What follows belongs to an exercise in optimizing a design on an open flow for small area, a short achievable clock period and few clock cycles; a production flow would make more cautious choices. Only simulation tests tie the RTL to the original design; equivalence was not proved.

==> flow/config.mk <==
export PLATFORM = sky130hd
export DESIGN_NAME = rrr_codec
export DESIGN_NICKNAME = rrr_codec
export VERILOG_FILES = /design/flow/design.v
export SDC_FILE = /design/flow/constraint.sdc
export NUM_CORES = 4
export LEC_CHECK = 0
export CAP_MARGIN = 20
export CORE_MARGIN = 2
export CORE_UTILIZATION = 40
export PLACE_DENSITY = 0.6
export SLEW_MARGIN = 20
==> flow/constraint.sdc <==
create_clock -name core_clock -period 10.0 [get_ports {clk}]
set_input_delay 2.0000 -clock core_clock [delete_from_list [all_inputs] [get_ports {clk}]]
set_output_delay 2.0000 -clock core_clock [all_outputs]
set_load 0.01 [all_outputs]
==> flow/design.v <==
module rrr_codec (
    input  wire        clk,
    input  wire        rst,       
    input  wire        start,
    input  wire [1:0]  op,        
    input  wire [63:0] arg0,
    input  wire [63:0] arg1,
    output wire        ready,
    output reg         done,
    output reg         fault,     
    output reg  [63:0] finfo,     
    output reg  [63:0] res0,
    output reg  [63:0] res1
);
    localparam [1:0] OP_BINOM  = 2'd0;
    localparam [1:0] OP_CLSZ   = 2'd1;
    localparam [1:0] OP_ENCODE = 2'd2;
    localparam [1:0] OP_DECODE = 2'd3;
    localparam [3:0] S_IDLE  = 4'd0;
    localparam [3:0] S_INIT  = 4'd1;    
    localparam [3:0] S_BIN   = 4'd2;    
    localparam [3:0] S_BDONE = 4'd3;    
    localparam [3:0] S_MUL   = 4'd4;    
    localparam [3:0] S_DIV   = 4'd5;    
    localparam [3:0] S_ENC   = 4'd6;    
    localparam [3:0] S_DEC   = 4'd7;    
    localparam [3:0] S_DFIX  = 4'd8;    
    reg [3:0]  state;
    reg [3:0]  ret;       
    reg [1:0]  op_q;
    reg [63:0] a0_q;
    reg [63:0] a1_q;
    reg [5:0]  bn;
    reg [5:0]  bk;        
    reg [5:0]  bi;
    reg [59:0] v;
    reg [5:0]  mul;
    reg [5:0]  dvs;
    reg [65:0] p;         
    reg [59:0] q;         
    reg [5:0]  rem;
    reg [6:0]  cnt;
    reg [62:0] blk;       
    reg [5:0]  n;         
    reg [5:0]  kk;        
    reg [5:0]  pos;       
    reg [59:0] acc;       
    assign ready = (state == S_IDLE);
    wire [6:0] rtrial = {rem, p[65]};
    wire       qbit   = (rtrial >= {1'b0, dvs});
    wire [6:0] rnext  = qbit ? (rtrial - {1'b0, dvs}) : rtrial;
    reg [5:0] clsz;
    always @* begin
        case (a0_q[5:0])
            6'd0:  clsz = 6'd1;   6'd1:  clsz = 6'd6;   6'd2:  clsz = 6'd11;  6'd3:  clsz = 6'd16;
            6'd4:  clsz = 6'd20;  6'd5:  clsz = 6'd23;  6'd6:  clsz = 6'd27;  6'd7:  clsz = 6'd30;
            6'd8:  clsz = 6'd32;  6'd9:  clsz = 6'd35;  6'd10: clsz = 6'd37;  6'd11: clsz = 6'd40;
            6'd12: clsz = 6'd42;  6'd13: clsz = 6'd44;  6'd14: clsz = 6'd46;  6'd15: clsz = 6'd47;
            6'd16: clsz = 6'd49;  6'd17: clsz = 6'd50;  6'd18: clsz = 6'd52;  6'd19: clsz = 6'd53;
            6'd20: clsz = 6'd54;  6'd21: clsz = 6'd55;  6'd22: clsz = 6'd56;  6'd23: clsz = 6'd57;
            6'd24: clsz = 6'd58;  6'd25: clsz = 6'd58;  6'd26: clsz = 6'd59;  6'd27: clsz = 6'd59;
            6'd28: clsz = 6'd60;  6'd29: clsz = 6'd60;  6'd30: clsz = 6'd60;  6'd31: clsz = 6'd60;
            6'd32: clsz = 6'd60;  6'd33: clsz = 6'd60;  6'd34: clsz = 6'd60;  6'd35: clsz = 6'd60;
            6'd36: clsz = 6'd59;  6'd37: clsz = 6'd59;  6'd38: clsz = 6'd58;  6'd39: clsz = 6'd58;
            6'd40: clsz = 6'd57;  6'd41: clsz = 6'd56;  6'd42: clsz = 6'd55;  6'd43: clsz = 6'd54;
            6'd44: clsz = 6'd53;  6'd45: clsz = 6'd52;  6'd46: clsz = 6'd50;  6'd47: clsz = 6'd49;
            6'd48: clsz = 6'd47;  6'd49: clsz = 6'd46;  6'd50: clsz = 6'd44;  6'd51: clsz = 6'd42;
            6'd52: clsz = 6'd40;  6'd53: clsz = 6'd37;  6'd54: clsz = 6'd35;  6'd55: clsz = 6'd32;
            6'd56: clsz = 6'd30;  6'd57: clsz = 6'd27;  6'd58: clsz = 6'd23;  6'd59: clsz = 6'd20;
            6'd60: clsz = 6'd16;  6'd61: clsz = 6'd11;  6'd62: clsz = 6'd6;   default: clsz = 6'd1;
        endcase
    end
    reg [5:0] pop;
    integer j;
    always @* begin
        pop = 6'd0;
        for (j = 0; j < 63; j = j + 1)
            pop = pop + {5'd0, a0_q[j]};
    end
    reg [5:0] init_n;
    reg [5:0] init_k;
    always @* begin
        case (op_q)
            OP_ENCODE: begin init_n = 6'd62; init_k = pop;       end
            OP_DECODE: begin init_n = 6'd63; init_k = a0_q[5:0]; end
            default:   begin init_n = a0_q[5:0]; init_k = a1_q[5:0]; end
        endcase
    end
    wire [5:0] init_nk = init_n - init_k;
    always @(posedge clk) begin
        if (rst) begin
            state <= S_IDLE;
            done  <= 1'b0;
            fault <= 1'b0;
            finfo <= 64'd0;
            res0  <= 64'd0;
            res1  <= 64'd0;
        end else begin
            done <= 1'b0;
            case (state)
                S_IDLE: begin
                    if (start) begin
                        op_q  <= op;
                        a0_q  <= arg0;
                        a1_q  <= arg1;
                        state <= S_INIT;
                    end
                end
                S_INIT: begin
                    fault <= 1'b0;
                    bn <= init_n;
                    bk <= (init_k > init_nk) ? init_nk : init_k;
                    bi <= 6'd1;
                    v  <= (init_k > init_n) ? 60'd0 : 60'd1;
                    case (op_q)
                        OP_BINOM: begin
                            if (a0_q > 64'd63) begin
                                fault <= 1'b1; finfo <= a0_q;
                                done  <= 1'b1;
                                state <= S_IDLE;
                            end else if (a1_q > 64'd63) begin
                                fault <= 1'b1; finfo <= a1_q;
                                done  <= 1'b1;
                                state <= S_IDLE;
                            end else begin
                                state <= S_BIN;
                            end
                        end
                        OP_CLSZ: begin
                            if (a0_q > 64'd63) begin
                                fault <= 1'b1; finfo <= a0_q;
                            end else begin
                                res0 <= {58'd0, clsz};
                            end
                            done  <= 1'b1;
                            state <= S_IDLE;
                        end
                        OP_ENCODE: begin
                            if (a0_q[63]) begin
                                fault <= 1'b1; finfo <= a0_q;
                                done  <= 1'b1;
                                state <= S_IDLE;
                            end else begin
                                blk   <= a0_q[62:0];
                                n     <= 6'd63;
                                kk    <= pop;
                                acc   <= 60'd0;
                                res0  <= {58'd0, pop};
                                state <= S_BIN;
                            end
                        end
                        default: begin  
                            if (a0_q > 64'd63) begin
                                fault <= 1'b1; finfo <= a0_q;
                                done  <= 1'b1;
                                state <= S_IDLE;
                            end else begin
                                kk    <= a0_q[5:0];
                                state <= S_BIN;
                            end
                        end
                    endcase
                end
                S_BIN: begin
                    if (bi > bk || v == 60'd0) begin
                        state <= S_BDONE;
                    end else begin
                        mul   <= bn - bk + bi;
                        dvs   <= bi;
                        bi    <= bi + 6'd1;
                        ret   <= S_BIN;
                        state <= S_MUL;
                    end
                end
                S_BDONE: begin
                    case (op_q)
                        OP_BINOM: begin
                            res0  <= {4'd0, v};
                            done  <= 1'b1;
                            state <= S_IDLE;
                        end
                        OP_ENCODE: begin
                            state <= S_ENC;
                        end
                        default: begin
                            if (a1_q >= {4'd0, v}) begin
                                fault <= 1'b1; finfo <= a1_q;
                                done  <= 1'b1;
                                state <= S_IDLE;
                            end else if (kk == 6'd0) begin
                                res0  <= 64'd0;
                                done  <= 1'b1;
                                state <= S_IDLE;
                            end else begin
                                blk   <= 63'd0;
                                n     <= 6'd63;
                                pos   <= 6'd0;
                                acc   <= a1_q[59:0];
                                mul   <= 6'd63 - kk;
                                dvs   <= 6'd63;
                                ret   <= S_DEC;
                                state <= S_MUL;
                            end
                        end
                    endcase
                end
                S_MUL: begin
                    p     <= {6'd0, v} * {60'd0, mul};
                    rem   <= 6'd0;
                    cnt   <= 7'd66;
                    state <= S_DIV;
                end
                S_DIV: begin
                    rem <= rnext[5:0];
                    q   <= {q[58:0], qbit};
                    p   <= {p[64:0], 1'b0};
                    cnt <= cnt - 7'd1;
                    if (cnt == 7'd1) begin
                        v     <= {q[58:0], qbit};
                        state <= ret;
                    end
                end
                S_ENC: begin
                    if (blk[0]) begin
                        acc <= acc + v;
                        kk  <= kk - 6'd1;
                    end
                    blk <= blk >> 1;
                    n   <= n - 6'd1;
                    if (n == 6'd1) begin
                        res1  <= {4'd0, (blk[0] ? acc + v : acc)};
                        done  <= 1'b1;
                        state <= S_IDLE;
                    end else begin
                        mul   <= blk[0] ? kk : (n - 6'd1 - kk);
                        dvs   <= n - 6'd1;
                        ret   <= S_ENC;
                        state <= S_MUL;
                    end
                end
                S_DEC: begin
                    if (kk > 6'd1) begin
                        if (acc >= v) begin
                            blk[pos] <= 1'b1;
                            acc      <= acc - v;
                            kk       <= kk - 6'd1;
                            mul      <= kk;
                        end else begin
                            mul      <= n - 6'd1 - kk;
                        end
                        pos   <= pos + 6'd1;
                        n     <= n - 6'd1;
                        dvs   <= n - 6'd1;
                        ret   <= S_DEC;
                        state <= S_MUL;
                    end else begin
                        res0  <= {1'b0, blk | (63'd1 << (6'd62 - acc[5:0]))};
                        done  <= 1'b1;
                        state <= S_IDLE;
                    end
                end
                default: state <= S_IDLE;
            endcase
        end
    end
endmodule
==> flow/run.sh <==
#!/bin/bash
# synth_recipe.tcl (not shown) runs the flow's synth.tcl, then flattens the netlist and writes it again
# the make line also repeats each setting of config.mk as NAME=value (left out here)
make -C /OpenROAD-flow-scripts/flow DESIGN_CONFIG=/design/flow/config.mk WORK_HOME=/design/flow/orfs CLKGATE_MAP_FILE= SYNTH_SCRIPT=/design/flow/synth_recipe.tcl finish
==> flow_metrics.env, run 1 <==
export IMPL_synth_seq_cells=699
export IMPL_grt_busiest_layer="met2"
export IMPL_gp_congestion=0.996
export IMPL_cp_top_family="adder cells"
export IMPL_core_um2=133000
export IMPL_tightest_slew_ns=1.19
export IMPL_synth_edf_count=501
export IMPL_path_clk_slew_ns=0.07
export IMPL_min_to="q[36]$_DFFE_PP_"
export IMPL_reg2regPathDepth=31
export IMPL_drv_cap=0
export IMPL_grt_pass1_vias=46307
export IMPL_cp_required_ns=10.55
export IMPL_max_slew_margin_pct=20.1
export IMPL_syn_area_per_cell_um2=8.93
export IMPL_yosysMostFrequentCell="nand2_1"
export IMPL_hpwl_um=172000
export IMPL_dr_pass1_iters=6
export IMPL_cts_tree="done"
export IMPL_synthDistinctLibCells=103
export IMPL_cts_root_buf="clkbuf_16"
export IMPL_criticalPathCategory="reg -> reg"
export IMPL_grt_pass1_wl_um=324000
export IMPL_viasPerCell=6.05
export IMPL_gr_usage_met1_pct=43.1
export IMPL_path_buf_inv=7
export IMPL_routedWlPerCell_um=28.4
export IMPL_drive_gt1_share_pct=5.28
export IMPL_path_common_cell="fa_1"
export IMPL_finalCritPeriodShare_pct=87.5
export IMPL_hold_start="q[35]$_DFFE_PP_"
export IMPL_postCtsSetupBuffers=0
export IMPL_clock_fmax_mhz=114
export IMPL_critPathArrivalTime_ns=9.30
export IMPL_critPathCaptureType="flop"
export IMPL_synth_area_mux_share_pct=1.96
export IMPL_dieArea_um2=138000
export IMPL_num_vias=48287
export IMPL_synthTopCellsByArea="edfxtp_1 (28%), fa_1 (11%), ha_1 (7.4%), dfxtp_1 (7.4%), a21oi_1 (5.9%)"
export IMPL_clock_path_buffers=3
export IMPL_synth_compound_area_share_pct=18.6
export IMPL_route_detailed_drc=0
export IMPL_synth_xor_area_share_pct=3.42
export IMPL_area_growth_syn_to_layout_pct=14.2
export IMPL_io_buffers=322
export IMPL_ys_seq_area_share_pct=35.3
export IMPL_first_iter_violations=5372
export IMPL_final_util_pct=46.1
export IMPL_numCtsBuffers=85
export IMPL_final_nets=6890
export IMPL_r2r_start="a0_q[35]$_DFFE_PP_"
export IMPL_synth_adder_area_share_pct=18.5
export IMPL_cp_start_kind="flop"
export IMPL_gr_total_overflow=0
export IMPL_min_period_ns=8.75
export IMPL_clock_latency_ns=0.73
export IMPL_dieHeight_um=371
export IMPL_regToRegEndpoint="bk[2]$_DFFE_PP_"
export IMPL_row_count=134
export IMPL_die_w_um=371
export IMPL_antenna_left=0
export IMPL_ys_async_sr_fraction_pct=0
export IMPL_synthSimpleGateAreaFrac_pct=15.4
export IMPL_rrSetupSlack_ns=1.25
export IMPL_max_stage_delay_ns=0.60
export IMPL_skew_ns=0.0545
export IMPL_cp_max_fo=5
export IMPL_hold_buffers=0
export IMPL_synth_area_um2=53800
export IMPL_grt_use_total_pct=32.3
export IMPL_hold_class="reg -> reg"
export IMPL_synth_area_leader_cell="edfxtp_1"
export IMPL_hold_depth=0
export IMPL_gr_usage_met3_pct=7.23
export IMPL_clock_sink_count=699
export IMPL_setup_viol=0
export IMPL_slew_viol_final=0
export IMPL_synth_top_flop_cell="edfxtp_1"
export IMPL_netlist_top_cells_count="nand2_1 (679), a21oi_1 (638), nor2_1 (606), inv_1 (533), edfxtp_1 (501)"
export IMPL_cts_htree_levels=3
export IMPL_antenna_found_initial=10
export IMPL_synth_top_family_by_area="compound AO/OA/AOI/OAI gates"
export IMPL_rsz0062_at_grt="false"
export IMPL_status="timing/DRC/antenna clean"
export IMPL_io_pins=328
export IMPL_finalHoldViolCount=0
export IMPL_drt_wl_total_um=226000
export IMPL_cpMaxStageDelayCell="fa_1"
export IMPL_grt_max_degree=92
export IMPL_fin_tns_setup_ns=0
export IMPL_start_util_pct=40.3
export IMPL_yosysWarnings=1
export IMPL_synth_top_cell_area_share_pct=27.9
export IMPL_cts_resized=0
export IMPL_gr_usage_met2_pct=48.9
export IMPL_syn_inst=6027
## cells in the final DEF, fill, tap and decap left out, types with 28 or more instances in the layout
cell,netlist,routed
nand2_1,679,675
a21oi_1,638,636
nor2_1,606,602
inv_1,533,531
edfxtp_1,501,501
clkdlybuf4s50_1,0,321
ha_1,320,320
fa_1,296,296
o21ai_0,254,253
dfxtp_1,198,196
a211oi_1,195,195
xnor2_1,166,166
buf_4,10,108
mux2i_1,101,100
a21o_1,91,91
clkbuf_16,0,88
and3_1,85,85
nand4_1,74,74
nor3_1,73,69
nand3_1,65,65
nor4_1,66,65
nor2b_1,49,47
and2_1,46,44
xor2_1,44,44
o21bai_1,43,43
a31oi_1,37,37
o21a_1,37,37
nand2b_1,34,34
a22oi_1,33,33
o211ai_1,28,28
## state kept, by name, indices dropped and copies added (netlist names), 7 cells and up
name / count
cnt: 7
blk: 63
a0_q: 64
q: 59
v: 60
p: 66
finfo: 64
res0: 63
res1: 60
a1_q: 64
acc: 60
## cells by family after synthesis
family / after synthesis
mux: 105
xor+xnor: 210
fa+ha+maj: 617
other cells: 1
simple gates: 1851
compound gates: 1597
buf+inv: 947
flops: 699
## how the worst max path moves through the flow
stage                                  start                   end  slack (ns)  cells past startpoint
after global placement    a0_q[35]$_DFFE_PP_       bk[4]$_DFFE_PP_        1.39                     31
after detailed placement  a0_q[35]$_DFFE_PP_       bk[2]$_DFFE_PP_        1.25                     31
final                     a0_q[35]$_DFFE_PP_       bk[2]$_DFFE_PP_        1.25                     31
after global routing      a0_q[35]$_DFFE_PP_       bk[2]$_DFFE_PP_        0.85                     31
after floorplan                          rst  cnt[0]$_SDFFCE_PN0P_        1.62                      3
after CTS                 a0_q[35]$_DFFE_PP_       bk[2]$_DFFE_PP_        1.22                     31
## per-layer routing
metal | wire length [um] | vias to the layer above
li1 | - | 21274
met3 | 22000 | 519
met2 | 98000 | 2637
met1 | 92900 | 23849
met5 | 47 | -
met4 | 13600 | 8
## layout make-up
class	instances	area [um^2]
timing repair buffer	430	4040
clock buffer	103	2290
multi-input combinational	4385	31300
antenna	7	17.5
sequential	699	19000
inverter	540	2030
tap	1768	2210
clock inverter	55	534
fill	12907	72000
## stage by stage
stage	hold slack, ns	area [um^2]	std cells	setup WS [ns]
after floorplan	0.418	53800	6031	1.62
after global placement	0.422	58600	7820	1.39
after detailed placement	0.425	58600	7821	1.25
after CTS	0.420	61400	7979	1.22
after global routing	0.434	61400	7980	0.847
final	0.419	61500	7987	1.25
Testbench counts, summed over its fixed seeds: cycles 11,442,552.
==> inputs of run 2 (changes only) <==
--- a/flow/design.v
+++ b/flow/design.v
@@ -36,7 +36,7 @@
     reg [59:0] v;
     reg [5:0]  mul;
     reg [5:0]  dvs;
-    reg [65:0] p;         
+    reg [71:0] p;         
     reg [59:0] q;         
     reg [5:0]  rem;
     reg [6:0]  cnt;
@@ -46,9 +46,19 @@
     reg [5:0]  pos;       
     reg [59:0] acc;       
     assign ready = (state == S_IDLE);
-    wire [6:0] rtrial = {rem, p[65]};
-    wire       qbit   = (rtrial >= {1'b0, dvs});
-    wire [6:0] rnext  = qbit ? (rtrial - {1'b0, dvs}) : rtrial;
+    reg [6:0]  rtrial;
+    reg [5:0]  rnext;
+    reg [7:0]  qbits;
+    integer    st;
+    always @* begin
+        rnext = rem;
+        for (st = 0; st < 8; st = st + 1) begin
+            rtrial = {rnext, p[71 - st]};
+            qbits[7 - st] = (rtrial >= {1'b0, dvs});
+            rtrial = qbits[7 - st] ? (rtrial - {1'b0, dvs}) : rtrial;
+            rnext = rtrial[5:0];
+        end
+    end
     reg [5:0] clsz;
     always @* begin
         case (a0_q[5:0])
@@ -205,18 +215,18 @@
                     endcase
                 end
                 S_MUL: begin
-                    p     <= {6'd0, v} * {60'd0, mul};
+                    p     <= {12'd0, v} * {66'd0, mul};
                     rem   <= 6'd0;
-                    cnt   <= 7'd66;
+                    cnt   <= 7'd9;
                     state <= S_DIV;
                 end
                 S_DIV: begin
-                    rem <= rnext[5:0];
-                    q   <= {q[58:0], qbit};
-                    p   <= {p[64:0], 1'b0};
+                    rem <= rnext;
+                    q   <= {q[51:0], qbits};
+                    p   <= {p[63:0], 8'd0};
                     cnt <= cnt - 7'd1;
                     if (cnt == 7'd1) begin
-                        v     <= {q[58:0], qbit};
+                        v     <= {q[51:0], qbits};
                         state <= ret;
                     end
                 end
==> run 2 against run 1 <==
  * Clock-buffer cell count is 2 higher
  * The layout now fails its checks (negative setup slack)
  * Cell area up 5.4%
  * Routed wire length down 3.1%
  * Die area rose by 2.0%
  * Clock skew decreased by 0.011 ns
==> flow_metrics.env, run 2 <==
export IMPL_synth_top_cell_area_share_pct=27.3
export IMPL_cp_required_ns=10.44
export IMPL_final_cell_mix="nand2_1 (673), nor2_1 (596), a21oi_1 (588)"
export IMPL_reg2regPathDepth=76
export IMPL_clock_latency_ns=0.73
export IMPL_dieArea_um2=140000
export IMPL_viasPerCell=5.91
export IMPL_max_stage_delay_ns=0.43
export IMPL_yosysMostFrequentCell="nand2_1"
export IMPL_first_iter_violations=5790
export IMPL_drive_gt1_share_pct=9.45
export IMPL_start_util_pct=40.4
export IMPL_drv_cap=0
export IMPL_cts_root_buf="clkbuf_16"
export IMPL_clock_path_buffers=3
export IMPL_num_vias=49034
export IMPL_grt_use_total_pct=30.7
export IMPL_r2r_start="dvs[1]$_DFFE_PP_"
export IMPL_hold_buffers=0
export IMPL_skew_ns=0.0438
export IMPL_ys_async_sr_fraction_pct=0
export IMPL_antenna_left=0
export IMPL_hpwl_um=165000
export IMPL_hold_class="reg -> reg"
export IMPL_crit_end="rem[1]$_SDFFCE_PN0P_"
export IMPL_path_common_cell="ha_4"
export IMPL_synth_edf_count=500
export IMPL_cts_tree="done"
export IMPL_criticalPathCategory="reg -> reg"
export IMPL_rrSetupSlack_ns=-3.83
export IMPL_finalHoldViolCount=0
export IMPL_cpMaxStageDelayCell="edfxtp_1"
export IMPL_startpoint="dvs[1]$_DFFE_PP_"
export IMPL_rsz0062_at_grt="true"
export IMPL_holdWs_ns=0.432
export IMPL_die_w_um=374
export IMPL_numCtsBuffers=82
export IMPL_dr_pass1_iters=6
export IMPL_finalNonFillerCells=8302
export IMPL_setup_viol=12
export IMPL_row_count=135
export IMPL_regToRegEndpoint="rem[1]$_SDFFCE_PN0P_"
export IMPL_gr_total_overflow=0
export IMPL_antenna_found_initial=8
export IMPL_max_slew_margin_pct=16.2
export IMPL_netlist_top_cells_count="nand2_1 (680), nor2_1 (609), a21oi_1 (599), inv_1 (529), edfxtp_1 (500)"
export IMPL_finalCritPeriodShare_pct=138
export IMPL_final_nets=7253
export IMPL_multiInputGateArea_um2=33100
export IMPL_min_period_ns=13.83
export IMPL_synth_top_flop_cell="edfxtp_1"
export IMPL_grt_pass1_wl_um=320000
export IMPL_grt_pass1_vias=47620
export IMPL_tightest_slew_ns=1.25
export IMPL_setup_ws_ns=-3.83
export IMPL_critPathArrivalTime_ns=14.27
export IMPL_synth_seq_cells=698
export IMPL_grt_max_degree=107
export IMPL_nFillCells=13124
export IMPL_gp_congestion=1.01
export IMPL_status="failed layout checks"
export IMPL_layout_commonest_cell="nand2_1"
export IMPL_cts_htree_levels=3
export IMPL_dp_cells=8092
export IMPL_routedWlPerCell_um=26.4
export IMPL_core_um2=136000
export IMPL_drt_wl_total_um=219000
export IMPL_synthTopCellsByArea="edfxtp_1 (27%), fa_1 (11%), ha_1 (8.3%), dfxtp_1 (7.2%), a21oi_1 (5.5%)"
export IMPL_cp_max_fo=8
export IMPL_synth_area_leader_cell="edfxtp_1"
export IMPL_syn_inst=6119
export IMPL_critPathCaptureType="flop"
export IMPL_largest_reg_flops=72
export IMPL_synthDistinctLibCells=94
export IMPL_clock_fmax_mhz=72.3
export IMPL_dieHeight_um=374
export IMPL_so_faults="negative setup slack"
export IMPL_cp_start_kind="flop"
export IMPL_ys_seq_area_share_pct=34.6
export IMPL_path_clk_slew_ns=0.07
export IMPL_area_growth_syn_to_layout_pct=18.0
export IMPL_clock_sink_count=698
export IMPL_io_buffers=322
export IMPL_io_pins=328
export IMPL_slew_viol_final=0
export IMPL_syn_area_per_cell_um2=8.97
export IMPL_regArea_um2=19000
export IMPL_synth_area_um2=54900
export IMPL_route_detailed_drc=0
export IMPL_top_register="p"
export IMPL_yosysWarnings=1
## run 2: cells by family (layout without fill, tap and decap cells)
kind of cell,Yosys count,in the layout,synth area share (%)
AOI/OAI and AO/OA,1588,1588,18.1
xor gates and xnor gates,236,236,3.77
other,1,7,0.00683
and+or+nand+nor,1848,1848,15.0
muxes,146,146,2.75
adders and majority gates,669,669,19.4
buffers and inverters,933,1329,6.44
DFF,698,698,34.6
## run 2: per-layer routing
metal	part of all wire, %	wire length, um	up-vias	track usage [%]
li1	-	-	21953	-
met1	42	92000	24015	42.5
met2	43	94700	2611	46.3
met3	10	22800	445	7.40
met4	4.5	9860	10	12.0
met5	0.034	74	-	0
## run 2: layout make-up
type | instances | share of cell area (%)
multi-input combinational | 4492 | 51.0
sequential | 698 | 29.3
timing repair buffer | 634 | 8.76
clock buffer | 105 | 3.51
tap | 1781 | 3.44
inverter | 543 | 3.17
clock inverter | 47 | 0.774
antenna | 2 | 0.00772
## run 2: how the worst min path moves through the flow
stage                               start              end  slack, ns  cells after the start
after detailed placement  q[23]$_DFFE_PP_  q[31]$_DFFE_PP_       0.42                      0
final                     q[11]$_DFFE_PP_  q[19]$_DFFE_PP_       0.43                      0
after floorplan            q[2]$_DFFE_PP_  q[10]$_DFFE_PP_       0.42                      0
after CTS                 q[11]$_DFFE_PP_  q[19]$_DFFE_PP_       0.42                      0
after global routing      q[11]$_DFFE_PP_  q[19]$_DFFE_PP_       0.43                      0
after global placement    q[23]$_DFFE_PP_  q[31]$_DFFE_PP_       0.42                      0
## run 2: critical path: cells and delay by family, from the launching register on
family	cells	cell delay [ns]
compound gates	33	5.45
mux	10	2.76
buf+inv	7	0.72
fa+ha+maj	8	1.87
flops	1	0.43
simple gates	18	2.26
## run 2: per-stage QoR
step	worst slack (ns)	TNS [ns]	cell area [um^2]	util [%]
CTS	-3.94	-36.60	64500	47.5
global route	-4.56	-44.18	64800	47.7
floorplan	-4.43	-40.82	55100	-
finish	-3.83	-36.17	64800	47.7
detailed placement	-4.42	-41.40	61200	45.0
global placement	-4.28	-39.84	61200	45.0
## run 2: timing repair
action	CTS	global route
gates resized for setup	56	39
buffers inserted	45	11
endpoints found under the setup margin	12	12
pin swaps	45	21
Testbench counts of run 2, summed over its fixed seeds: cycles 1,860,225.
==> inputs of run 3 (changes only) <==
--- a/flow/design.v
+++ b/flow/design.v
@@ -48,14 +48,14 @@
     assign ready = (state == S_IDLE);
     reg [6:0]  rtrial;
     reg [5:0]  rnext;
-    reg [7:0]  qbits;
+    reg [3:0]  qbits;
     integer    st;
     always @* begin
         rnext = rem;
-        for (st = 0; st < 8; st = st + 1) begin
+        for (st = 0; st < 4; st = st + 1) begin
             rtrial = {rnext, p[71 - st]};
-            qbits[7 - st] = (rtrial >= {1'b0, dvs});
-            rtrial = qbits[7 - st] ? (rtrial - {1'b0, dvs}) : rtrial;
+            qbits[3 - st] = (rtrial >= {1'b0, dvs});
+            rtrial = qbits[3 - st] ? (rtrial - {1'b0, dvs}) : rtrial;
             rnext = rtrial[5:0];
         end
     end
@@ -217,16 +217,16 @@
                 S_MUL: begin
                     p     <= {12'd0, v} * {66'd0, mul};
                     rem   <= 6'd0;
-                    cnt   <= 7'd9;
+                    cnt   <= 7'd18;
                     state <= S_DIV;
                 end
                 S_DIV: begin
                     rem <= rnext;
-                    q   <= {q[51:0], qbits};
-                    p   <= {p[63:0], 8'd0};
+                    q   <= {q[55:0], qbits};
+                    p   <= {p[67:0], 4'd0};
                     cnt <= cnt - 7'd1;
                     if (cnt == 7'd1) begin
-                        v     <= {q[51:0], qbits};
+                        v     <= {q[55:0], qbits};
                         state <= ret;
                     end
                 end
==> run 3 against run 2 <==
  * Clock-buffer cell count is the same
  * Clock skew up 0.0024 ns
  * Now clean on timing, DRC and antenna
  * Die area shrank 1.4%
  * Fmax up 51%
  * Critical endpoint unchanged
  * Sequential share of layout area grew 1.7 points
  * Global-route usage shrank 1.5 points
  * Area after synthesis down 1.4%
==> flow_metrics.env, run 3 <==
export IMPL_cpMaxStageDelayCell="a2111o_1"
export IMPL_top_register="p"
export IMPL_syn_area_per_cell_um2=9.02
export IMPL_tightest_slew_ns=1.16
export IMPL_hpwl_um=157000
export IMPL_synth_edf_count=504
export IMPL_ys_seq_area_share_pct=35.3
export IMPL_routedWlPerCell_um=25.8
export IMPL_min_period_ns=9.17
export IMPL_cp_start_kind="flop"
export IMPL_hold_depth=0
export IMPL_antenna_found_initial=4
export IMPL_grt_use_total_pct=29.2
export IMPL_hold_buffers=0
export IMPL_dieArea_um2=138000
export IMPL_gp_congestion=0.991
export IMPL_finalCritPeriodShare_pct=91.7
export IMPL_grt_pass1_vias=45430
export IMPL_finalNonFillerCells=7936
export IMPL_nFillCells=12846
export IMPL_num_vias=46588
export IMPL_largest_reg_flops=72
export IMPL_synthDistinctLibCells=99
export IMPL_synth_seq_cells=702
export IMPL_viasPerCell=5.87
export IMPL_holdWs_ns=0.432
export IMPL_final_cell_mix="nand2_1 (732), inv_1 (541), nor2_1 (517)"
export IMPL_final_nets=6867
export IMPL_syn_inst=6002
export IMPL_criticalPathCategory="reg -> reg"
export IMPL_crit_end="rem[1]$_SDFFCE_PN0P_"
export IMPL_netlist_top_cells_count="nand2_1 (736), inv_1 (542), nor2_1 (521), edfxtp_1 (504), a21oi_1 (487)"
export IMPL_finalHoldViolCount=0
export IMPL_ys_async_sr_fraction_pct=0
export IMPL_dp_cells=7776
export IMPL_cts_root_buf="clkbuf_16"
export IMPL_synth_area_leader_cell="edfxtp_1"
export IMPL_drv_cap=0
export IMPL_synthTopCellsByArea="edfxtp_1 (28%), fa_1 (11%), ha_1 (7.8%), dfxtp_1 (7.3%), nand2_1 (5.1%)"
export IMPL_path_clk_slew_ns=0.06
export IMPL_cp_required_ns=10.52
export IMPL_r2r_start="dvs[1]$_DFFE_PP_"
export IMPL_route_detailed_drc=0
export IMPL_setup_viol=0
export IMPL_clock_fmax_mhz=109
export IMPL_gr_total_overflow=0
export IMPL_synth_top_cell_area_share_pct=28.0
export IMPL_rrSetupSlack_ns=0.83
export IMPL_regToRegEndpoint="rem[1]$_SDFFCE_PN0P_"
export IMPL_startpoint="dvs[1]$_DFFE_PP_"
export IMPL_area_growth_syn_to_layout_pct=13.8
export IMPL_max_stage_delay_ns=0.51
export IMPL_io_buffers=322
export IMPL_cp_max_fo=13
export IMPL_row_count=134
export IMPL_reg2regPathDepth=39
export IMPL_dr_pass1_iters=7
export IMPL_io_pins=328
export IMPL_start_util_pct=40.4
export IMPL_synth_top_flop_cell="edfxtp_1"
export IMPL_skew_ns=0.0462
export IMPL_critPathArrivalTime_ns=9.69
export IMPL_drt_wl_total_um=205000
export IMPL_fin_tns_setup_ns=0
export IMPL_grt_max_degree=85
export IMPL_yosysMostFrequentCell="nand2_1"
export IMPL_dieHeight_um=372
export IMPL_status="timing/DRC/antenna clean"
export IMPL_critPathCaptureType="flop"
export IMPL_numCtsBuffers=82
export IMPL_clock_latency_ns=0.70
export IMPL_die_w_um=372
export IMPL_hold_class="reg -> reg"
export IMPL_rsz0062_at_grt="false"
export IMPL_clock_sink_count=702
export IMPL_slew_viol_final=0
export IMPL_core_um2=134000
export IMPL_layout_commonest_cell="nand2_1"
export IMPL_cts_tree="done"
export IMPL_yosysWarnings=1
export IMPL_max_slew_margin_pct=22.1
export IMPL_antenna_left=0
export IMPL_first_iter_violations=4680
export IMPL_cts_htree_levels=3
export IMPL_synth_area_um2=54100
export IMPL_grt_pass1_wl_um=302000
export IMPL_clock_path_buffers=3
export IMPL_drive_gt1_share_pct=4.93
-- run 3: cell types whose count changed in the layout (fill, tap and decap cells not counted), sizes merged, moves of 22 or more --
| cell | delta |
|---|---|
| buf | -225 |
| a21oi | -113 |
| nor2 | -88 |
| a211oi | -58 |
| nand2 | +56 |
| o21ai | +55 |
| or3 | +40 |
| mux2i | +34 |
| ha | -28 |
| o21a | -22 |
-- run 3: logic make-up after synthesis --
group                    count (synthesis)  share of synthesized area, %
other                                    1                       0.00693
AO/OA/AOI/OAI                         1481                          17.1
flip-flops                             702                          35.3
multiplexers                           175                          3.27
buffers and inverters                  954                          6.73
adder cells (fa/ha/maj)                638                          18.9
XOR/XNOR                               218                          3.53
AND/OR/NAND/NOR                       1833                          15.2
-- run 3: timing repair --
item | 4_1_cts | 5_1_grt
setup endpoints to repair | 0 | 7
resized for setup | 0 | 1
buffers inserted | 0 | 4
-- run 3: per-layer routing --
layer | routed length [um] | vias to the layer above | track usage, % | part of all wire [%]
li1 | - | 21037 | - | -
met1 | 88200 | 22860 | 41.1 | 43
met2 | 87700 | 2340 | 44.1 | 43
met3 | 18800 | 345 | 5.26 | 9.2
met4 | 9890 | 6 | 12.5 | 4.8
met5 | 38 | - | 0 | 0.019
-- run 3: worst min path at each step --
stage	start	endpoint	slack [ns]
after floorplan	q[6]$_DFFE_PP_	q[10]$_DFFE_PP_	0.42
after global placement	q[51]$_DFFE_PP_	q[55]$_DFFE_PP_	0.43
after detailed placement	q[40]$_DFFE_PP_	q[44]$_DFFE_PP_	0.42
after CTS	q[40]$_DFFE_PP_	q[44]$_DFFE_PP_	0.43
after global routing	q[40]$_DFFE_PP_	q[44]$_DFFE_PP_	0.45
final	q[40]$_DFFE_PP_	q[44]$_DFFE_PP_	0.43
-- run 3: layout make-up --
class                           instances  area, um^2  area share [%]
Multi-Input combinational cell       4350       31600            51.2
Sequential cell                       702       19100            31.0
Timing Repair Buffer                  411        3910            6.34
Clock buffer                          105        2300            3.73
Tap cell                             1768        2210            3.59
Inverter                              550        2070            3.36
Clock inverter                         46         454           0.737
Antenna cell                            4        10.0          0.0162
-- run 3: critical path: cells and delay by family (launching register included) --
family | cells | cell delay [ns]
mux | 3 | 1.11
compound gates | 20 | 4.33
fa+ha+maj | 4 | 1.29
buf+inv | 4 | 0.73
simple gates | 8 | 1.14
flops | 1 | 0.41
-- run 3: metrics by stage --
| stage | cell area [um^2] | setup slack [ns] | utilization, % |
|---|---|---|---|
| after floorplan | 54200 | 0.394 | - |
| after global placement | 58800 | 0.758 | 43.9 |
| after detailed placement | 58800 | 0.578 | 43.9 |
| after CTS | 61600 | 0.540 | 46.0 |
| after global routing | 61600 | 0.0469 | 46.0 |
| final | 61600 | 0.829 | 46.0 |
Testbench counts of run 3, summed over its fixed seeds: cycles 3,373,224.
==> inputs of run 4 (changes only) <==
--- a/flow/design.v
+++ b/flow/design.v
@@ -36,7 +36,7 @@
     reg [59:0] v;
     reg [5:0]  mul;
     reg [5:0]  dvs;
-    reg [71:0] p;         
+    reg [59:0] p;         
     reg [59:0] q;         
     reg [5:0]  rem;
     reg [6:0]  cnt;
@@ -53,7 +53,7 @@
     always @* begin
         rnext = rem;
         for (st = 0; st < 4; st = st + 1) begin
-            rtrial = {rnext, p[71 - st]};
+            rtrial = {rnext, p[59 - st]};
             qbits[3 - st] = (rtrial >= {1'b0, dvs});
             rtrial = qbits[3 - st] ? (rtrial - {1'b0, dvs}) : rtrial;
             rnext = rtrial[5:0];
@@ -215,15 +215,14 @@
                     endcase
                 end
                 S_MUL: begin
-                    p     <= {12'd0, v} * {66'd0, mul};
-                    rem   <= 6'd0;
-                    cnt   <= 7'd18;
+                    {rem, p} <= {6'd0, v} * {60'd0, mul};
+                    cnt   <= 7'd15;
                     state <= S_DIV;
                 end
                 S_DIV: begin
                     rem <= rnext;
                     q   <= {q[55:0], qbits};
-                    p   <= {p[67:0], 4'd0};
+                    p   <= {p[55:0], 4'd0};
                     cnt <= cnt - 7'd1;
                     if (cnt == 7'd1) begin
                         v     <= {q[55:0], qbits};
==> run 4 against run 3 <==
  * Area after synthesis rose by 1.6%
  * Via count rose by 5.9%
  * Non-clock buffer count increased by 35
  * Cell area is 1.8% higher
  * Sequential cell count shrank 12
  * Critical path depth decreased by 4
  * Critical endpoint is now rem[2]$_DFFE_PP_
  * Largest cell class unchanged
==> flow_metrics.env, run 4 <==
export IMPL_skew_ns=0.0586
export IMPL_cp_start_kind="flop"
export IMPL_synth_seq_cells=690
export IMPL_clock_latency_ns=0.74
export IMPL_finalHoldViolCount=0
export IMPL_min_period_ns=9.27
export IMPL_drive_gt1_share_pct=5.76
export IMPL_synthDistinctLibCells=115
export IMPL_hpwl_um=177000
export IMPL_cp_required_ns=10.41
export IMPL_gr_total_overflow=0
export IMPL_grt_pass1_wl_um=332000
export IMPL_final_nets=7072
export IMPL_cts_root_buf="clkbuf_16"
export IMPL_criticalPathCategory="reg -> reg"
export IMPL_tightest_slew_ns=1.16
export IMPL_finalCritPeriodShare_pct=92.7
export IMPL_clock_sink_count=690
export IMPL_antenna_found_initial=11
export IMPL_fin_tns_setup_ns=0
export IMPL_clock_fmax_mhz=108
export IMPL_io_pins=328
export IMPL_cts_htree_levels=3
export IMPL_drt_wl_total_um=231000
export IMPL_cp_max_fo=9
export IMPL_grt_max_degree=87
export IMPL_final_cell_mix="nand2_1 (722), nor2_1 (581), inv_1 (553)"
export IMPL_io_buffers=322
export IMPL_dieHeight_um=375
export IMPL_drv_cap=0
export IMPL_max_stage_delay_ns=0.48
export IMPL_path_common_cell="o21ai_0"
export IMPL_hold_buffers=0
export IMPL_critPathArrivalTime_ns=9.68
export IMPL_viasPerCell=6.04
export IMPL_area_growth_syn_to_layout_pct=14.0
export IMPL_cts_tree="done"
export IMPL_yosysWarnings=1
export IMPL_status="timing/DRC/antenna clean"
export IMPL_gp_congestion=1.02
export IMPL_rsz0062_at_grt="false"
export IMPL_start_util_pct=40.2
export IMPL_clock_path_buffers=3
export IMPL_syn_area_per_cell_um2=8.90
export IMPL_num_vias=49357
export IMPL_reg2regPathDepth=35
export IMPL_largestRegisters="a0_q: 64 flops, a1_q: 64 flops, finfo: 64 flops"
export IMPL_synth_top_flop_cell="edfxtp_1"
export IMPL_antenna_left=0
export IMPL_row_count=136
export IMPL_grt_use_total_pct=32.1
export IMPL_routedWlPerCell_um=28.2
export IMPL_setup_viol=0
export IMPL_ys_async_sr_fraction_pct=0
export IMPL_synth_area_leader_cell="edfxtp_1"
export IMPL_synth_area_um2=55000
export IMPL_final_util_pct=45.8
export IMPL_final_area_um2=62700
export IMPL_die_w_um=375
export IMPL_synth_top_cell_area_share_pct=26.9
export IMPL_core_um2=137000
export IMPL_dieArea_um2=140000
export IMPL_critPathCaptureType="flop"
export IMPL_ys_seq_area_share_pct=34.1
export IMPL_grt_pass1_vias=47804
export IMPL_route_detailed_drc=0
export IMPL_holdWs_ns=0.443
export IMPL_path_clk_slew_ns=0.06
export IMPL_hold_class="reg -> reg"
export IMPL_dr_pass1_iters=6
export IMPL_synthTopCellsByArea="edfxtp_1 (27%), fa_1 (11%), ha_1 (7.7%), dfxtp_1 (7.2%), nand2_1 (4.9%)"
export IMPL_netlist_top_cells_count="nand2_1 (725), nor2_1 (588), inv_1 (555), a21oi_1 (511), edfxtp_1 (492)"
export IMPL_syn_inst=6179
export IMPL_max_slew_margin_pct=21.7
export IMPL_synth_edf_count=492
export IMPL_yosysMostFrequentCell="nand2_1"
export IMPL_slew_viol_final=0
export IMPL_hold_depth=0
export IMPL_numCtsBuffers=83
export IMPL_cpMaxStageDelayCell="a311oi_1"
export IMPL_placed_cell_area_um2=59900
export IMPL_postCtsSetupBuffers=0
export IMPL_cts_resized=0
export IMPL_layout_commonest_cell="nand2_1"
export IMPL_first_iter_violations=5552
run 4: metrics by stage:
stage	setup slack [ns]	std cells
6_report	0.731	8169
2_1_floorplan	1.26	6183
3_3_place_gp	0.729	8011
4_1_cts	0.574	8165
5_1_grt	0.0501	8165
3_5_place_dp	0.576	8011
run 4: metal layers:
metal / share of wire [%] / track usage [%] / vias to the layer above
li1: - / - / 21997
met1: 41 / 42.9 / 24345
met2: 43 / 48.9 / 2492
met3: 8.9 / 6.09 / 515
met4: 6.3 / 17.5 / 8
met5: 0.023 / 0 / -
run 4: worst paths after layout:
path,to,slack [ns],start
hold / removal,q[5]$_DFFE_PP_,0.44,q[1]$_DFFE_PP_
setup reg to reg,rem[2]$_DFFE_PP_,0.73,dvs[1]$_DFFE_PP_
setup / recovery,rem[2]$_DFFE_PP_,0.73,dvs[1]$_DFFE_PP_
hold reg to reg,q[5]$_DFFE_PP_,0.44,q[1]$_DFFE_PP_
run 4: logic make-up (layout without fill, tap and decap cells):
group / Yosys count / after routing / share of synthesized area, %
simple gates: 1955 / 1955 / 16.1
flops: 690 / 690 / 34.1
xor+xnor: 206 / 206 / 3.28
other cells: 1 / 9 / 0.00682
compound gates: 1578 / 1578 / 18.6
mux: 133 / 133 / 2.47
fa+ha+maj: 638 / 638 / 18.6
buf+inv: 978 / 1166 / 6.83
run 4: area by class of cell:
type	count	area, um^2
Tap cell	1794	2240
Antenna cell	4	10.0
Timing Repair Buffer	446	4170
Fill cell	13231	74300
Sequential cell	690	18700
Clock buffer	111	2270
Inverter	566	2130
Multi-Input combinational cell	4515	32600
Clock inverter	43	485
run 4: worst max-delay path: cells and delay by family, from the launching register on:
kind / cells / cell delay [ns]
AOI/OAI and AO/OA: 17 / 4.26
adders and majority gates: 4 / 1.21
buffers and inverters: 4 / 0.59
DFF: 1 / 0.44
muxes: 3 / 0.91
and+or+nand+nor: 7 / 1.56
Testbench counts of run 4, summed over its fixed seeds: cycles 2,868,891.
==> inputs of run 5 (changes only) <==
--- a/flow/design.v
+++ b/flow/design.v
@@ -46,6 +46,9 @@
     reg [5:0]  pos;       
     reg [59:0] acc;       
     assign ready = (state == S_IDLE);
+    wire [5:0]  mop  = (state == S_BIN) ? (bn - bk + bi) :
+                       (state == S_ENC) ? (blk[0] ? kk : (n - 6'd1 - kk)) : mul;
+    wire [65:0] prod = {6'd0, v} * {60'd0, mop};
     reg [6:0]  rtrial;
     reg [5:0]  rnext;
     reg [3:0]  qbits;
@@ -175,11 +178,12 @@
                     if (bi > bk || v == 60'd0) begin
                         state <= S_BDONE;
                     end else begin
-                        mul   <= bn - bk + bi;
+                        {rem, p} <= prod;
+                        cnt   <= 7'd15;
                         dvs   <= bi;
                         bi    <= bi + 6'd1;
                         ret   <= S_BIN;
-                        state <= S_MUL;
+                        state <= S_DIV;
                     end
                 end
                 S_BDONE: begin
@@ -215,7 +219,7 @@
                     endcase
                 end
                 S_MUL: begin
-                    {rem, p} <= {6'd0, v} * {60'd0, mul};
+                    {rem, p} <= prod;
                     cnt   <= 7'd15;
                     state <= S_DIV;
                 end
@@ -241,10 +245,11 @@
                         done  <= 1'b1;
                         state <= S_IDLE;
                     end else begin
-                        mul   <= blk[0] ? kk : (n - 6'd1 - kk);
+                        {rem, p} <= prod;
+                        cnt   <= 7'd15;
                         dvs   <= n - 6'd1;
                         ret   <= S_ENC;
-                        state <= S_MUL;
+                        state <= S_DIV;
                     end
                 end
                 S_DEC: begin
==> run 5 against run 4 <==
  * Via count shrank 1.0%
  * Cell area shrank 0.33%
  * Synthesized cell count shrank 0.94%
  * Area after synthesis shrank 0.87%
  * Non-clock buffer count shrank 16
  * Utilization grew 0.42 points
  * Routed wire length shrank 2.0%
  * Critical path type unchanged
  * Critical endpoint is now rem[5]$_DFFE_PP_
  * Highest routed layer unchanged
==> flow_metrics.env, run 5 <==
export IMPL_status="timing/DRC/antenna clean"
export IMPL_dieArea_um2=139000
export IMPL_dieHeight_um=373
export IMPL_antenna_found_initial=21
export IMPL_max_stage_delay_ns=0.45
export IMPL_dp_cells=7961
export IMPL_cp_required_ns=10.43
export IMPL_startpoint="dvs[1]$_DFFE_PP_"
export IMPL_start_util_pct=40.3
export IMPL_cpMaxStageDelayCell="mux2i_2"
export IMPL_syn_inst=6121
export IMPL_final_nets=7038
export IMPL_route_detailed_drc=0
export IMPL_gp_congestion=1.00
export IMPL_slew_viol_final=0
export IMPL_hpwl_um=172000
export IMPL_gr_total_overflow=0
export IMPL_max_slew_margin_pct=21.2
export IMPL_row_count=135
export IMPL_grt_use_total_pct=31.7
export IMPL_first_iter_violations=5742
export IMPL_synth_area_leader_cell="edfxtp_1"
export IMPL_synth_area_um2=54500
export IMPL_netlist_top_cells_count="nand2_1 (638), nor2_1 (620), a21oi_1 (603), inv_1 (582), edfxtp_1 (492)"
export IMPL_syn_area_per_cell_um2=8.91
export IMPL_synthTopCellsByArea="edfxtp_1 (27%), fa_1 (11%), ha_1 (7.8%), dfxtp_1 (7.3%), a21oi_1 (5.5%)"
export IMPL_cts_tree="done"
export IMPL_finalNonFillerCells=8125
export IMPL_synth_seq_cells=690
export IMPL_synth_top_cell_area_share_pct=27.1
export IMPL_min_period_ns=9.19
export IMPL_core_um2=135000
export IMPL_dr_pass1_iters=6
export IMPL_drt_wl_total_um=226000
export IMPL_area_growth_syn_to_layout_pct=14.6
export IMPL_synth_edf_count=492
export IMPL_num_vias=48856
export IMPL_cts_htree_levels=3
export IMPL_finalHoldViolCount=0
export IMPL_critPathArrivalTime_ns=9.62
export IMPL_reg2regPathDepth=37
export IMPL_crit_end="rem[5]$_DFFE_PP_"
export IMPL_numCtsBuffers=83
export IMPL_critPathCaptureType="flop"
export IMPL_finalCritPeriodShare_pct=91.9
export IMPL_path_clk_slew_ns=0.06
export IMPL_postCtsSetupBuffers=0
export IMPL_r2r_start="dvs[1]$_DFFE_PP_"
export IMPL_io_pins=328
export IMPL_hold_class="reg -> reg"
export IMPL_tightest_slew_ns=1.18
export IMPL_skew_ns=0.0534
export IMPL_rrSetupSlack_ns=0.81
export IMPL_clock_fmax_mhz=109
export IMPL_largestRegisters="a0_q: 64 flops, a1_q: 64 flops, finfo: 64 flops"
export IMPL_io_buffers=322
export IMPL_clock_path_buffers=3
export IMPL_final_cell_mix="nand2_1 (635), nor2_1 (612), a21oi_1 (602)"
export IMPL_cp_max_fo=8
export IMPL_criticalPathCategory="reg -> reg"
export IMPL_yosysWarnings=1
export IMPL_regToRegEndpoint="rem[5]$_DFFE_PP_"
export IMPL_antenna_left=0
export IMPL_cts_root_buf="clkbuf_16"
export IMPL_routedWlPerCell_um=27.8
export IMPL_clock_sink_count=690
export IMPL_grt_pass1_wl_um=327000
export IMPL_ys_seq_area_share_pct=34.4
export IMPL_yosysMostFrequentCell="nand2_1"
export IMPL_holdWs_ns=0.443
export IMPL_ys_async_sr_fraction_pct=0
export IMPL_grt_max_degree=93
export IMPL_layout_commonest_cell="nand2_1"
export IMPL_drv_cap=0
export IMPL_die_w_um=373
export IMPL_synthDistinctLibCells=98
export IMPL_setup_viol=0
export IMPL_hold_buffers=0
export IMPL_drive_gt1_share_pct=5.68
export IMPL_grt_pass1_vias=47064
export IMPL_viasPerCell=6.01
export IMPL_clock_latency_ns=0.73
export IMPL_synth_top_flop_cell="edfxtp_1"
export IMPL_cp_start_kind="flop"
-- run 5: cell count changes in the layout (fill, tap and decap cells not counted), moves of 26 or more --
cell     previous run  this run
a21oi_1           511       602
a311o_1            30         3
and2_1             46       113
inv_1             553       579
nand2_1           722       635
nor2_1            581       612
o21ai_0           284       247
o32a_1              1        37
-- run 5: stage by stage --
step | setup TNS [ns] | util, % | setup WS [ns] | area, um^2
final | 0 | 46.2 | 0.808 | 62500
after global routing | -0.00570 | 46.2 | -0.00570 | 62500
after CTS | 0 | 46.1 | 0.700 | 62400
after detailed placement | 0 | 44.0 | 0.705 | 59600
after global placement | 0 | 44.0 | 0.955 | 59600
after floorplan | 0 | - | 1.25 | 54500
-- run 5: worst min path at each step --
stage | slack [ns] | endpoint | cells past startpoint | start
2_1_floorplan | 0.42 | q[10]$_DFFE_PP_ | 0 | q[6]$_DFFE_PP_
3_3_place_gp | 0.42 | q[32]$_DFFE_PP_ | 0 | q[28]$_DFFE_PP_
3_5_place_dp | 0.43 | q[32]$_DFFE_PP_ | 0 | q[28]$_DFFE_PP_
4_1_cts | 0.44 | q[32]$_DFFE_PP_ | 0 | q[28]$_DFFE_PP_
5_1_grt | 0.46 | q[30]$_DFFE_PP_ | 0 | q[26]$_DFFE_PP_
6_report | 0.44 | q[32]$_DFFE_PP_ | 0 | q[28]$_DFFE_PP_
-- run 5: kinds of logic after synthesis --
logic type | count (synthesis) | synth area share, %
other | 1 | 0.00688
and+or+nand+nor | 1904 | 15.9
DFF | 690 | 34.4
AOI/OAI and AO/OA | 1582 | 18.4
muxes | 130 | 2.43
adders and majority gates | 638 | 18.8
buffers and inverters | 960 | 6.72
xor gates and xnor gates | 216 | 3.47
-- run 5: routing by layer --
layer | vias up | part of all wire [%] | track usage (%)
li1 | 21684 | - | -
met1 | 24008 | 42 | 43.7
met2 | 2639 | 43 | 47.6
met3 | 511 | 9.9 | 6.27
met4 | 14 | 5.2 | 15.0
met5 | - | 0.043 | 0
-- run 5: cell type report --
cell class / count / area [um^2]
fill: 13007 / 72800
multi-input combinational: 4475 / 32400
sequential: 690 / 18700
timing repair buffer: 430 / 4080
clock buffer: 105 / 2230
tap: 1781 / 2230
inverter: 588 / 2210
clock inverter: 51 / 588
antenna: 5 / 12.5
-- run 5: worst max-delay path, delay by kind of cell (launching register included) --
family	cells	cell delay, ns
AO/OA/AOI/OAI	18	4.00
adder cells (fa/ha/maj)	4	1.16
buffers and inverters	4	0.72
flip-flops	1	0.41
multiplexers	3	1.23
AND/OR/NAND/NOR	8	1.43
-- run 5: timing repair --
item                                    4_1_cts  5_1_grt
hold endpoints to repair                      0        0
endpoints found under the setup margin        0        1
gates resized for setup                       0        1
Testbench counts of run 5, summed over its fixed seeds: cycles 2,763,047.

separate check: timing with driven ports:
Ports are ideal in the flow. The routed layouts listed here were re-timed in OpenROAD.
Step 1: set_driving_cell puts a clkbuf_16 on clk and a buf_2 on each other input, an assumption about the parent block.
Step 2, shift: input delay + t, output delay - t, t = (earliest + latest rising clock arrival at the registers) / 2. This alone moves slack from input paths to output paths.
a / b / c = no drivers / after step 1 / after step 2; a / b = the first two.
| run | t (ns) | setup WS [ns] | worst data-port slew with drivers (ns) |
|---|---|---|---|
| run 1 | 0.787 | 1.245 / 1.245 / 1.245 | 0.08 |
| run 2 | 0.779 | -3.832 / -3.832 / -3.832 | 0.08 |
| run 3 | 0.748 | 0.829 / 0.829 / 0.829 | 0.07 |
| run 4 | 0.796 | 0.731 / 0.731 / 0.731 | 0.07 |
| run 5 | 0.791 | 0.808 / 0.808 / 0.808 | 0.07 |
